This is an optimization exercise on Yosys and OpenROAD, whose aim is a short achievable clock period and few clock cycles, not a production implementation. Function was checked by simulation only, so behaviour that the tests miss may differ from the original. Power and IR drop assume default switching activity.

==> flow/design.v <==
module fonzie_core (
    input  wire        clk,
    input  wire        rst,           
    input  wire        step_req,      
    output wire        ready,         
    output reg         done,          
    output reg  [1:0]  status,        
    input  wire        reg_we,
    input  wire [3:0]  reg_id,
    input  wire [31:0] reg_wdata,
    output wire [31:0] r_a0,
    output wire [31:0] r_a1,
    output wire [31:0] r_a2,
    output wire [31:0] r_a3,
    output wire [31:0] r_r,
    output wire [31:0] r_ip,
    output wire [31:0] r_sp,
    output wire [31:0] r_fl,
    output wire [31:0] r_ex,
    output wire        mem_re,
    output wire        mem_we,
    output reg  [11:0] mem_addr,
    output wire [31:0] mem_wdata,
    input  wire [31:0] mem_rdata
);
    localparam [31:0] CODE_BASE = 32'd512;
    localparam [5:0] EX_INVALID_ADDRESS  = 6'h01,
                     EX_INVALID_REGISTER = 6'h02,
                     EX_STACK_OVERFLOW   = 6'h04,
                     EX_CARRY            = 6'h08,
                     EX_DIVISION_BY_ZERO = 6'h10,
                     EX_INVALID_OPCODE   = 6'h20;
    localparam [1:0] ST_OK = 2'd0, ST_EXCEPTION = 2'd1, ST_STOPPED = 2'd2;
    localparam [2:0] S_IDLE = 3'd0, S_DEC = 3'd1, S_W1 = 3'd2, S_DAT = 3'd3,
                     S_MUL = 3'd4, S_DIV0 = 3'd5, S_DIV = 3'd6, S_FIX = 3'd7;
    reg [31:0] regs [0:8];
    reg [11:0] stack [0:63];      
    reg [2:0]  state;
    reg [11:0] pf_addr;           
    reg        pf_ok;             
    reg [31:0] ibuf;              
    reg [31:0] opa;               
    reg [11:0] pnext;             
    reg [31:0] sh_val;
    reg [3:0]  sh_idx;
    reg [11:0] sh_p;
    reg [31:0] acc;
    reg [31:0] mc;
    reg        mc_ovf;            
    reg [31:0] mpl;
    reg        m_ovq;             
    reg [63:0] dacc;
    reg [31:0] dvs;
    reg [31:0] dva;
    reg [4:0]  dcnt;
    reg [33:0] dvs3;
    assign ready = (state == S_IDLE);
    assign r_a0 = regs[0];
    assign r_a1 = regs[1];
    assign r_a2 = regs[2];
    assign r_a3 = regs[3];
    assign r_r  = regs[4];
    assign r_ip = regs[5];
    assign r_sp = regs[6];
    assign r_fl = regs[7];
    assign r_ex = regs[8];
    wire [31:0] p  = regs[5];
    wire [31:0] sp = regs[6];
    wire [31:0] ex = regs[8];
    wire [11:0] p12 = p[11:0];
    function [31:0] rsel;
        input [3:0] id;
        begin
            case (id)
                4'd0: rsel = regs[0];
                4'd1: rsel = regs[1];
                4'd2: rsel = regs[2];
                4'd3: rsel = regs[3];
                4'd4: rsel = regs[4];
                4'd5: rsel = regs[5];
                4'd6: rsel = regs[6];
                4'd7: rsel = regs[7];
                default: rsel = regs[8];
            endcase
        end
    endfunction
    function [2:0] op_len;
        input [7:0] op;
        begin
            case (op)
                8'h01, 8'h1D:                                op_len = 3'd1;
                8'h06, 8'h07:                                op_len = 3'd2;
                8'h02, 8'h08, 8'h0B, 8'h0E, 8'h11, 8'h14:    op_len = 3'd3;
                8'h16, 8'h17, 8'h18, 8'h19, 8'h1A, 8'h1B,
                8'h1C:                                       op_len = 3'd5;
                8'h03, 8'h04, 8'h05, 8'h09, 8'h0A, 8'h0C,
                8'h0D, 8'h0F, 8'h10, 8'h12, 8'h13, 8'h15:    op_len = 3'd6;
                default:                                     op_len = 3'd0;
            endcase
        end
    endfunction
    function [32:0] ks_add;
        input [31:0] a;
        input [31:0] b;
        input        cin;
        reg [31:0] g, t, gg, pp;
        integer i, k;
        begin
            g  = a & b;
            t  = a ^ b;
            gg = g;
            pp = t;
            gg[0] = g[0] | (t[0] & cin);
            for (k = 1; k < 32; k = k * 2)
                for (i = 31; i >= k; i = i - 1) begin
                    gg[i] = gg[i] | (pp[i] & gg[i-k]);
                    pp[i] = pp[i] & pp[i-k];
                end
            ks_add = {gg[31], t ^ {gg[30:0], cin}};
        end
    endfunction
    function valid_addr;
        input [31:0] a;
        valid_addr = (a < 32'd2556);
    endfunction
    wire [7:0] d_op = mem_rdata[31:24];
    wire [7:0] d_b1 = mem_rdata[23:16];
    wire [7:0] d_b2 = mem_rdata[15:8];
    wire [2:0] d_len = op_len(d_op);
    wire [7:0] i_op = ibuf[31:24];
    wire [7:0] i_b1 = ibuf[23:16];
    wire [7:0]  w_b4  = mem_rdata[31:24];
    wire [7:0]  w_b5  = mem_rdata[23:16];
    wire [31:0] f1_4  = {ibuf[23:0], w_b4};           
    wire [31:0] f2_5  = {ibuf[15:0], mem_rdata[31:16]};   
    wire hit = pf_ok && (pf_addr == p12);
    wire p_ok = (p < 32'd2560);
    wire ex_zero = (ex == 32'd0);
    wire fl_s = regs[7][0];
    wire fl_g = regs[7][1];
    function taken_f;
        input [7:0] op;
        begin
            case (op)
                8'h16:   taken_f = !fl_s && !fl_g;
                8'h17:   taken_f = fl_s || fl_g;
                8'h18:   taken_f = fl_g;
                8'h19:   taken_f = fl_g || (!fl_s && !fl_g);
                8'h1A:   taken_f = fl_s;
                8'h1B:   taken_f = fl_s || (!fl_s && !fl_g);
                8'h1C:   taken_f = 1'b1;
                default: taken_f = 1'b0;
            endcase
        end
    endfunction
    wire push_bad = (sp[1:0] != 2'b00) || (sp > 32'd252);
    wire pop_bad  = (sp[1:0] != 2'b00) || (sp > 32'd256);
    wire [5:0]  pop_idx = sp[7:2] - 6'd1;
    wire [11:0] pop_val = stack[pop_idx];
    wire [11:0] p_1 = p12 + 12'd1;
    wire [11:0] p_2 = p12 + 12'd2;
    wire [11:0] p_3 = p12 + 12'd3;
    wire [11:0] p_4 = p12 + 12'd4;
    wire [11:0] p_5 = p12 + 12'd5;
    wire [11:0] p_6 = p12 + 12'd6;
    reg  [11:0] d_pn;
    always @(*) begin
        case (d_len)
            3'd1:    d_pn = p_1;
            3'd2:    d_pn = p_2;
            3'd3:    d_pn = p_3;
            3'd5:    d_pn = p_5;
            default: d_pn = p_6;
        endcase
    end
    wire nofit1 = (p12 > 12'd2559);
    wire nofit2 = (p12 > 12'd2558);
    wire nofit3 = (p12 > 12'd2557);
    wire nofit5 = (p12 > 12'd2555);
    wire nofit6 = (p12 > 12'd2554);
    reg  d_nofit;
    always @(*) begin
        case (d_len)
            3'd1:    d_nofit = nofit1;
            3'd2:    d_nofit = nofit2;
            3'd3:    d_nofit = nofit3;
            3'd5:    d_nofit = nofit5;
            default: d_nofit = nofit6;
        endcase
    end
    wire d_mov  = (d_op == 8'h02);
    wire d_sub  = (d_op == 8'h08);
    wire d_add  = (d_op == 8'h0B);
    wire d_mul  = (d_op == 8'h0E);
    wire d_div  = (d_op == 8'h11);
    wire d_cmp  = (d_op == 8'h14);
    wire d_inc  = (d_op == 8'h06);
    wire d_dec  = (d_op == 8'h07);
    wire d_rr   = d_mov | d_sub | d_add | d_mul | d_div | d_cmp;
    wire d_jmp  = (d_op >= 8'h16) && (d_op <= 8'h1C);
    wire d_taken = taken_f(d_op);
    wire i_mov  = (i_op == 8'h03) || (i_op == 8'h05);
    wire i_sub  = (i_op == 8'h09) || (i_op == 8'h0A);
    wire i_add  = (i_op == 8'h0C) || (i_op == 8'h0D);
    wire i_mul  = (i_op == 8'h0F) || (i_op == 8'h10);
    wire i_div  = (i_op == 8'h12) || (i_op == 8'h13);
    wire i_cmp  = (i_op == 8'h15);
    wire i_rm   = (i_op == 8'h03) || (i_op == 8'h09) || (i_op == 8'h0C) ||
                  (i_op == 8'h0F) || (i_op == 8'h12) || (i_op == 8'h15);
    wire i_jmp  = (i_op >= 8'h16) && (i_op <= 8'h1C);
    wire i_mr   = (i_op == 8'h04);
    wire dmode = (state == S_IDLE) || (state == S_DEC);
    wire [31:0] xr1_d = rsel(d_b1[3:0]);
    wire [31:0] xr2_d = rsel(d_b2[3:0]);
    wire [32:0] d_sum  = ks_add(xr1_d, xr2_d, 1'b0);
    wire [32:0] d_sumn = ks_add(xr1_d, ~xr2_d, 1'b1);
    wire [32:0] d_diff = {!d_sumn[32], d_sumn[31:0]};
    wire        d_eq   = (xr1_d == xr2_d);
    wire [31:0] d_incv = xr1_d + 32'd1;
    wire [31:0] d_decv = xr1_d - 32'd1;
    wire        d_incc = (xr1_d == 32'hFFFFFFFF);
    wire        d_decc = (xr1_d == 32'd0);
    wire [31:0] i_opb  = (state == S_W1) ? f2_5 : mem_rdata;
    wire [32:0] i_sum  = ks_add(opa, i_opb, 1'b0);
    wire [32:0] i_sumn = ks_add(opa, ~i_opb, 1'b1);
    wire [32:0] i_diff = {!i_sumn[32], i_sumn[31:0]};
    wire        i_eq   = (opa == i_opb);
    wire e_mul = dmode ? d_mul : i_mul;
    wire e_div = dmode ? d_div : i_div;
    wire        e_carry = dmode ? ((d_add & d_sum[32]) | (d_sub & d_diff[32]) |
                                   (d_inc & d_incc) | (d_dec & d_decc))
                                : ((i_add & i_sum[32]) | (i_sub & i_diff[32]));
    wire [31:0] d_val = d_mov ? xr2_d :
                        d_add ? d_sum[31:0] :
                        d_sub ? d_diff[31:0] :
                        d_inc ? d_incv :
                        d_dec ? d_decv :
                                {30'd0, !d_diff[32] && !d_eq, d_diff[32]};
    wire [31:0] i_val = i_mov ? i_opb :
                        i_add ? i_sum[31:0] :
                        i_sub ? i_diff[31:0] :
                                {30'd0, !i_diff[32] && !i_eq, i_diff[32]};
    wire [31:0] e_val = dmode ? d_val : i_val;
    wire [3:0]  d_idx = (d_mov | d_inc | d_dec) ? d_b1[3:0] : (d_cmp ? 4'd7 : 4'd4);
    wire [3:0]  i_idx = i_mov ? i_b1[3:0] : (i_cmp ? 4'd7 : 4'd4);
    wire [3:0]  e_idx = dmode ? d_idx : i_idx;
    wire [31:0] alu_a = dmode ? xr1_d : opa;
    wire [31:0] alu_b = dmode ? xr2_d : i_opb;
    wire        a_lt  = dmode ? d_diff[32] : i_diff[32];
    wire [7:0]  m_chunk = mpl[7:0];
    wire [39:0] m_pp    = mc * m_chunk;
    wire [40:0] m_sum   = {9'd0, acc} + {1'b0, m_pp};
    wire        m_ovf   = (m_sum[40:32] != 9'd0) || (mc_ovf && (m_chunk != 8'd0));
    wire        m_last  = (mpl[31:8] == 24'd0);
    function [4:0] msb;
        input [31:0] v;
        integer k;
        begin
            msb = 5'd0;
            for (k = 0; k < 32; k = k + 1)
                if (v[k]) msb = k[4:0];
        end
    endfunction
    wire [4:0] msb_a = msb(dva);
    wire [4:0] msb_b = msb(dvs);
    wire [4:0] d_i0  = (msb_a - msb_b) | 5'd3;        
    wire [4:0] d_sh  = 5'd31 - d_i0;
    wire [33:0] ra  = {dacc[63:30]};
    wire [34:0] ta1 = {1'b0, ra} - {3'b0, dvs};
    wire [34:0] ta2 = {1'b0, ra} - {2'b0, dvs, 1'b0};
    wire [34:0] ta3 = {1'b0, ra} - {1'b0, dvs3};
    wire [63:0] da  = !ta3[34] ? {ta3[31:0], dacc[29:0], 2'd3} :
                      !ta2[34] ? {ta2[31:0], dacc[29:0], 2'd2} :
                      !ta1[34] ? {ta1[31:0], dacc[29:0], 2'd1} :
                                 {ra[31:0],  dacc[29:0], 2'd0};
    wire [33:0] rb  = {da[63:30]};
    wire [34:0] tb1 = {1'b0, rb} - {3'b0, dvs};
    wire [34:0] tb2 = {1'b0, rb} - {2'b0, dvs, 1'b0};
    wire [34:0] tb3 = {1'b0, rb} - {1'b0, dvs3};
    wire [63:0] dr2 = !tb3[34] ? {tb3[31:0], da[29:0], 2'd3} :
                      !tb2[34] ? {tb2[31:0], da[29:0], 2'd2} :
                      !tb1[34] ? {tb1[31:0], da[29:0], 2'd1} :
                                 {rb[31:0],  da[29:0], 2'd0};
    reg [2:0]  nx_state;
    reg        c_fin;             
    reg        c_stop;            
    reg        c_gate;            
    reg [5:0]  c_exm;             
    reg        c_late;            
    reg        c_wr;              
    reg [3:0]  c_idx;
    reg [31:0] c_val;
    reg [31:0] c_ipv;
    reg        c_spinc, c_spdec;
    reg        c_push;
    reg        c_store;
    reg        c_ld0;             
    reg        c_ldmul, c_lddiv;  
    reg [11:0] c_addr;
    task exec_op;
        begin
            if (e_mul) begin
                c_ldmul  = 1'b1;
                nx_state = S_MUL;
            end else if (e_div) begin
                c_lddiv  = 1'b1;
                nx_state = S_DIV0;
            end else begin
                c_wr   = 1'b1;
                c_fin  = 1'b1;
                c_late = 1'b1;         
            end
        end
    endtask
    always @(*) begin
        nx_state = state;
        c_fin    = 1'b0;
        c_stop   = 1'b0;
        c_gate   = 1'b0;
        c_exm    = 6'd0;
        c_late   = 1'b0;
        c_wr     = 1'b0;
        c_idx    = e_idx;
        c_val    = e_val;
        c_ipv    = {20'd0, pnext};
        c_spinc  = 1'b0;
        c_spdec  = 1'b0;
        c_push   = 1'b0;
        c_store  = 1'b0;
        c_ld0    = 1'b0;
        c_ldmul  = 1'b0;
        c_lddiv  = 1'b0;
        c_addr   = pnext;
        case (state)
            S_IDLE, S_DEC: begin
                if (d_len[2] && !(d_jmp && !d_taken))
                    c_addr = p_4;
                else if (d_op == 8'h1D)
                    c_addr = pop_val;
                else
                    c_addr = d_pn;
                c_ipv = {20'd0, d_pn};
                if (state == S_IDLE && !step_req) begin
                    c_addr = (reg_we && reg_id == 4'd5) ? reg_wdata[11:0] : p12;
                end else if (state == S_IDLE && !ex_zero) begin
                    c_gate = 1'b1;
                    c_addr = p12;
                end else if (state == S_IDLE && !p_ok) begin
                    c_exm  = EX_INVALID_ADDRESS;
                    c_addr = p12;
                end else if (state == S_IDLE && !hit) begin
                    nx_state = S_DEC;
                    c_addr   = p12;
                end else if (d_len == 3'd0) begin
                    c_exm = EX_INVALID_OPCODE;
                end else if (d_nofit) begin
                    c_exm = EX_INVALID_ADDRESS;
                end else if (d_op == 8'h01) begin
                    c_stop = 1'b1;
                end else if (d_op == 8'h1D) begin
                    if (sp < 32'd4)
                        c_stop = 1'b1;
                    else if (pop_bad)
                        c_exm = EX_STACK_OVERFLOW;
                    else begin
                        c_spdec = 1'b1;
                        c_fin   = 1'b1;
                        c_ipv   = {20'd0, pop_val};
                    end
                end else if (d_jmp) begin
                    if (!d_taken) begin
                        c_fin = 1'b1;
                    end else begin
                        c_ld0    = 1'b1;
                        nx_state = S_W1;
                    end
                end else if (d_op == 8'h04) begin
                    c_ld0    = 1'b1;
                    nx_state = S_W1;
                end else if (d_b1 > 8'd8) begin
                    c_exm = EX_INVALID_REGISTER;
                end else if (d_inc || d_dec) begin
                    exec_op;
                end else if (d_rr) begin
                    if (d_b2 > 8'd8)
                        c_exm = EX_INVALID_REGISTER;
                    else
                        exec_op;
                end else begin
                    c_ld0    = 1'b1;
                    nx_state = S_W1;
                end
            end
            S_W1: begin
                if (i_jmp) begin
                    c_addr = f1_4[11:0];
                    c_ipv  = f1_4;
                    if (!valid_addr(f1_4))
                        c_exm = EX_INVALID_ADDRESS;
                    else if (push_bad)
                        c_exm = EX_STACK_OVERFLOW;
                    else begin
                        c_push  = 1'b1;
                        c_spinc = 1'b1;
                        c_fin   = 1'b1;
                    end
                end else if (i_mr) begin
                    c_addr = f1_4[11:0];
                    if (!valid_addr(f1_4))
                        c_exm = EX_INVALID_ADDRESS;
                    else if (w_b5 > 8'd8)
                        c_exm = EX_INVALID_REGISTER;
                    else begin
                        c_store = 1'b1;
                        c_fin   = 1'b1;
                    end
                end else if (i_rm) begin
                    c_addr = f2_5[11:0];
                    if (!valid_addr(f2_5))
                        c_exm = EX_INVALID_ADDRESS;
                    else
                        nx_state = S_DAT;
                end else begin
                    exec_op;
                end
            end
            S_DAT: begin
                exec_op;
            end
            S_MUL: begin
                c_idx = 4'd4;
                c_val = m_sum[31:0];
                if (m_ovq)
                    c_exm = EX_CARRY;
                else if (m_last) begin
                    c_wr   = 1'b1;
                    c_fin  = 1'b1;
                    c_late = 1'b1;
                end
            end
            S_DIV0: begin
                c_idx = 4'd4;
                c_val = 32'd0;
                if (dvs == 32'd0)
                    c_exm = EX_DIVISION_BY_ZERO;
                else if (msb_a < msb_b) begin
                    c_wr  = 1'b1;
                    c_fin = 1'b1;
                end else
                    nx_state = S_DIV;
            end
            S_DIV: begin
                c_idx = 4'd4;
                c_val = dr2[31:0];
                if (dcnt == 5'd1) begin
                    c_wr  = 1'b1;
                    c_fin = 1'b1;
                end
            end
            S_FIX: begin
                c_gate = 1'b1;
            end
            default: nx_state = S_IDLE;
        endcase
        if (c_exm != 6'd0 || c_fin || c_stop || c_gate)
            nx_state = S_IDLE;
    end
    wire late_cond = (state == S_MUL) ? m_ovf : e_carry;
    wire kill      = c_late && late_cond;
    assign mem_we    = c_store;
    assign mem_re    = !c_store;
    assign mem_wdata = rsel(w_b5[3:0]);
    always @(*) mem_addr = c_addr;
    integer i;
    always @(posedge clk) begin
        if (rst) begin
            for (i = 0; i < 9; i = i + 1)
                regs[i] <= 32'd0;
            regs[5] <= CODE_BASE;
            for (i = 0; i < 64; i = i + 1)
                stack[i] <= 12'd0;
            state   <= S_IDLE;
            done    <= 1'b0;
            status  <= ST_OK;
            pf_addr <= 12'd0;
            pf_ok   <= 1'b0;
            ibuf    <= 32'd0;
            opa     <= 32'd0;
            pnext   <= 12'd0;
            sh_val  <= 32'd0;
            sh_idx  <= 4'd0;
            sh_p    <= 12'd0;
            acc     <= 32'd0;
            mc      <= 32'd0;
            mc_ovf  <= 1'b0;
            mpl     <= 32'd0;
            m_ovq   <= 1'b0;
            dacc    <= 64'd0;
            dvs     <= 32'd0;
            dva     <= 32'd0;
            dcnt    <= 5'd0;
            dvs3    <= 34'd0;
        end else begin
            state   <= kill ? S_FIX : nx_state;
            done    <= ((c_exm != 6'd0) || c_fin || c_stop || c_gate) && !kill;
            status  <= ((c_exm != 6'd0) || c_gate) ? ST_EXCEPTION :
                       c_stop ? ST_STOPPED : ST_OK;
            pf_addr <= c_addr;
            pf_ok   <= !c_store;
            if (state == S_IDLE && !step_req && reg_we && reg_id <= 4'd8)
                regs[reg_id] <= reg_wdata;
            if (c_wr)
                regs[c_idx] <= c_val;
            if (c_fin)
                regs[5] <= c_ipv;
            if (c_exm != 6'd0)
                regs[8] <= regs[8] | {26'd0, c_exm};
            sh_val <= (dmode && (d_inc || d_dec)) ? xr1_d : regs[4];
            sh_idx <= (dmode && (d_inc || d_dec)) ? d_b1[3:0] : 4'd4;
            sh_p   <= p12;
            if (state == S_FIX) begin
                regs[sh_idx] <= sh_val;
                regs[5]      <= {20'd0, sh_p};
                regs[8]      <= {26'd0, EX_CARRY};
            end
            if (c_spinc)
                regs[6] <= sp + 32'd4;
            if (c_spdec)
                regs[6] <= sp - 32'd4;
            if (c_push)
                stack[sp[7:2]] <= pnext;
            if (c_ld0) begin
                ibuf  <= mem_rdata;
                opa   <= xr1_d;
                pnext <= d_pn;
            end
            if (c_ldmul) begin
                if (a_lt) begin
                    mc  <= alu_b;
                    mpl <= alu_a;
                end else begin
                    mc  <= alu_a;
                    mpl <= alu_b;
                end
                acc    <= 32'd0;
                mc_ovf <= 1'b0;
                m_ovq  <= 1'b0;
                if (dmode) pnext <= d_pn;
            end
            if (state == S_MUL) begin
                acc    <= m_sum[31:0];
                mc     <= {mc[23:0], 8'd0};
                mc_ovf <= mc_ovf || (mc[31:24] != 8'd0);
                mpl    <= {8'd0, mpl[31:8]};
                m_ovq  <= m_ovf;
            end
            if (c_lddiv) begin
                dva <= alu_a;
                dvs <= alu_b;
                if (dmode) pnext <= d_pn;
            end
            if (state == S_DIV0) begin
                dacc <= {32'd0, dva} << d_sh;
                dcnt <= {2'd0, d_i0[4:2]} + 5'd1;
                dvs3 <= {2'd0, dvs} + {1'b0, dvs, 1'b0};
            end
            if (state == S_DIV) begin
                dacc <= dr2;
                dcnt <= dcnt - 5'd1;
            end
        end
    end
endmodule
==> flow/run.sh <==
#!/bin/bash
# synth_recipe.tcl (not shown) runs the flow's synth.tcl, then flattens the netlist and writes it again
# the make line also repeats each setting of config.mk as NAME=value (left out here)
make -C /OpenROAD-flow-scripts/flow DESIGN_CONFIG=/design/flow/config.mk WORK_HOME=/design/flow/orfs CLKGATE_MAP_FILE= SYNTH_SCRIPT=/design/flow/synth_recipe.tcl finish
==> flow/config.mk <==
export PLATFORM = sky130hd
export DESIGN_NAME = fonzie_core
export DESIGN_NICKNAME = fonzie_core
export VERILOG_FILES = /design/flow/design.v
export SDC_FILE = /design/flow/constraint.sdc
export NUM_CORES = 4
export LEC_CHECK = 0
export CAP_MARGIN = 20
export CORE_MARGIN = 2
export CORE_UTILIZATION = 40
export SETUP_SLACK_MARGIN = 2.0
export SLEW_MARGIN = 20
==> flow/constraint.sdc <==
create_clock -name core_clock -period 8.0 [get_ports {clk}]
set_input_delay 1.6000 -clock core_clock [delete_from_list [all_inputs] [get_ports {clk}]]
set_output_delay 1.6000 -clock core_clock [all_outputs]
set_load 0.01 [all_outputs]
==> reports/qor.yml <==
p_clk_frac: 0.224
power_per_cell_area_nw_per_um2: 258
grt_overflow_total: 0
status: "no timing/DRC/antenna violations"
slew-limit-headroom: 0.148
numCtsBuffers: 163
initial_utilization: 0.403
dp_hpwl_um: 387000
cts.htree.levels: 4
setup_viol: 0
syn_inst: 11400
ios: 410
die_y_um: 521
vias: 105000
met3_usage: 0.0950
worstSetupEndpointType: "primary output"
antenna_found_initial: 46
via_per_inst: 6.52
leakage_nw: 52.0
rsz0062_at_grt: "true"
core-area_um2: 266000
timing.rr.end: "regs[6][25]"
final_nets: 13100
synth.distinct_cells: 110
layout-drive-gt1-share: 0.237
seqPwrFrac: 0.246
finalHoldViolations: 0
cts.sinks: 1464
grt_max_degree: 139
grtUsageTotal: 0.376
period_minus_slack_ns: 6.77
use_met2: 0.562
wirelength_um: 534000
ys_warn_count: 1
nFillCells: 23900
num_rows: 189
ys_seq_area_frac: 0.372
crit_fanout: 5
grt_pass1_wl_um: 741000
die_w_um: 521
place_area_um2: 120000
sw_frac_of_total: 0.375
postLayoutCoreUtil: 0.513
cp-start-kind: "primary input"
timing.rr.start: "mpl[3]"
drt_iter0_markers: 14400
drc: 0
cts_tree: "yes"
synth_area_per_cell_um2: 9.41
synthArstFlopShare: 0
fin_worst_skew_ns: 0.104
syn-num-nets: 12100
worstPathRequired_ns: 6.40
root_buffer: "clkbuf_16"
cts.hold.buffers_added: 0
fin_crit_sh: 0.846
hp-class: "register to register"
drv_slew: 0
tightestPinTransition_ns: 1.24
ys_seq_elements: 1464
area_delta_synth_final_pct: 27.4
cap_violations: 0
clock_latency_ns: 0.91
place.gp.congestion: 1.06
power.switching_mw: 13.2
use_met1: 0.487
critical_path_arrival_ns: 5.17
critPathLaunch: "mem_rdata[25]"
die_area_um2: 272000
dr.pass1.iters: 9
rrSetupSlack_ns: 1.33
clk_pin_slew_ns: 0.05
p_int_mw: 22.0
worstSetupPathType: "primary input to primary output"
antenna_left: 0
hold_slack_ns: 0.449
finalInstanceArea_um2: 136000
first_global_vias: 99400
peakVddDrop_mv: 0.844
max_freq_mhz: 148
synth-edff-count: 1056
endpoint: "mem_addr[11]"
synth_area_um2: 107000
port_buffers: 409
power_frac_comb: 0.531
clock_path_buffers: 3
ff2ff_path_depth: 26
gr-max-usage-layer: "met2"
wire_per_inst_um: 33.3
synth_top_flop_cell: "edfxtp_1"
-- worst min path at each step --
| stage | startpoint | end | slack, ns | cells past startpoint |
|---|---|---|---|---|
| 2_1_floorplan | dcnt[4] | dcnt[4] | 0.43 | 1 |
| 3_3_place_gp | dvs3[7] | dvs3[7] | 0.44 | 2 |
| 3_5_place_dp | dvs3[31] | dvs3[31] | 0.45 | 2 |
| 4_1_cts | dvs3[31] | dvs3[31] | 0.45 | 2 |
| 5_1_grt | acc[10] | acc[10] | 0.47 | 2 |
| 6_report | dvs3[31] | dvs3[31] | 0.45 | 2 |
-- through the flow --
step	instances	TNS (ns)	worst slack [ns]	power, mW
CTS	15800	0	1.32	32.5
floorplan	11400	0	1.61	15.1
finish	16000	0	1.23	35.2
detailed placement	15300	-0.0657	-0.0350	20.1
global route	16000	0	1.14	36.1
global placement	15300	0	0.151	20.0
-- layout by cell type, fill, tap and decap left out, types with 91 or more instances in the layout --
master / instances
edfxtp_1: 1056
nand2_1: 1046
buf_4: 949
and2_1: 923
nor2_1: 769
a21oi_1: 693
inv_1: 500
o21ai_0: 425
clkdlybuf4s50_1: 379
dfxtp_1: 348
ha_1: 347
mux4_2: 265
mux2i_1: 227
fa_1: 211
a22oi_1: 209
clkbuf_16: 168
xnor2_1: 166
nor3_1: 154
a21o_1: 151
a211oi_1: 149
buf_6: 147
nand3_1: 143
buf_12: 107
xor2_1: 91
-- synthesized netlist by cell type (186+ instances only) --
cell type | instances | area [um^2]
a211oi_1 | 186 | 1400
a21oi_1 | 780 | 3900
a22oi_1 | 216 | 1620
and2_1 | 933 | 5840
clkbuf_1 | 710 | 2670
dfxtp_1 | 408 | 8170
edfxtp_1 | 1056 | 31700
fa_1 | 225 | 4500
ha_1 | 461 | 5770
inv_1 | 560 | 2100
mux2i_1 | 242 | 2420
mux4_2 | 265 | 5970
nand2_1 | 1084 | 4070
nor2_1 | 818 | 3070
nor3_1 | 188 | 941
o21ai_0 | 536 | 2680
xnor2_1 | 186 | 1630
-- kinds of logic after synthesis --
| group | after synthesis | share of synthesized area |
|---|---|---|
| multiplexers | 566 | 0.0845 |
| XOR/XNOR | 285 | 0.0233 |
| flip-flops | 1464 | 0.372 |
| buffers and inverters | 1425 | 0.0509 |
| AO/OA/AOI/OAI | 3057 | 0.191 |
| AND/OR/NAND/NOR | 3893 | 0.182 |
| adder cells (fa/ha/maj) | 686 | 0.0959 |
-- sequential cells by signal, summed over array words and instances (netlist names), 32 cells and up --
signal,flops
stack,768
regs,288
dacc,64
dvs3,34
acc,32
dva,32
dvs,32
ibuf,32
mc,32
mpl,32
opa,32
sh_val,32
-- per-layer routing --
metal / wire, um / vias to the layer above
li1: - / 43800
met1: 203000 / 51600
met2: 229000 / 7414
met3: 60700 / 1791
met4: 41300 / 20
met5: 142 / -
-- power groups by stage --
| stage | clock [mW] | sequential [mW] | combinational [mW] |
|---|---|---|---|
| after floorplan | 0 | 8.68 | 6.46 |
| after global placement | 0 | 8.79 | 11.2 |
| after detailed placement | 0 | 8.80 | 11.3 |
| after CTS | 7.90 | 8.63 | 15.9 |
| after global routing | 8.19 | 8.66 | 19.2 |
| final | 7.88 | 8.66 | 18.7 |
-- critical path, cell delays in order --
cell      delay, ns
buf_8          0.10
buf_12         0.14
clkinv_8       0.05
ha_4           0.18
mux2_4         0.25
mux4_2         0.52
nand2_4        0.11
nand2b_4       0.07
nor2_4         0.13
ha_4           0.14
a21o_1         0.12
a21oi_2        0.07
mux2i_4        0.23
and4_4         0.29
nand3_4        0.08
xnor2_2        0.20
o21ai_1        0.09
o211ai_1       0.21
o221ai_1       0.16
o21ai_2        0.24
buf_2          0.17
-- timing repair --
| action | 4_1_cts | 5_1_grt |
|---|---|---|
| cloned | 21 | 7 |
| resized for setup | 905 | 538 |
| endpoints found under the hold margin | 0 | 0 |
| buffers inserted | 247 | 152 |
| pin swaps | 295 | 294 |
| endpoints found under the setup margin | 1976 | 747 |
-- area by class of cell --
class / instances / area (um^2) / area share
sequential: 1464 / 40000 / 0.293
multi-input combinational: 8491 / 68100 / 0.499
antenna: 30 / 75.1 / 0.000550
tap: 3533 / 4420 / 0.0324
clock buffer: 211 / 4430 / 0.0325
timing repair inverter: 1 / 5.00 / 0.0000367
inverter: 565 / 2190 / 0.0161
clock inverter: 86 / 1080 / 0.00794
timing repair buffer: 1653 / 16100 / 0.118
Testbench counts, summed over its fixed seeds: cycles 23,017.

port drivers added, routing unchanged:
Ports are ideal in the flow. The routed layout listed here was re-timed in OpenROAD.
Step 1 (the two cells are an assumption about what drives the block):
set clk [get_ports {clk}]
set_driving_cell -lib_cell sky130_fd_sc_hd__clkbuf_16 $clk
set_driving_cell -lib_cell sky130_fd_sc_hd__buf_2 [delete_from_list [all_inputs] $clk]
Step 2 also shifts input and output timing later by t, the mid clock arrival at the registers, as if the neighbouring blocks saw the same clock.
a / b / c = no drivers / after step 1 / after step 2; a / b = the first two.
shift t [ns]: 0.952
setup WS [ns]: 1.233 / 1.175 / 0.668
worst slew at a driven data input, ns: 0.17
After both steps this run still meets setup and hold. For this run, drivers alone change the setup slack by -0.058 ns; drivers and shift together by -0.565 ns.
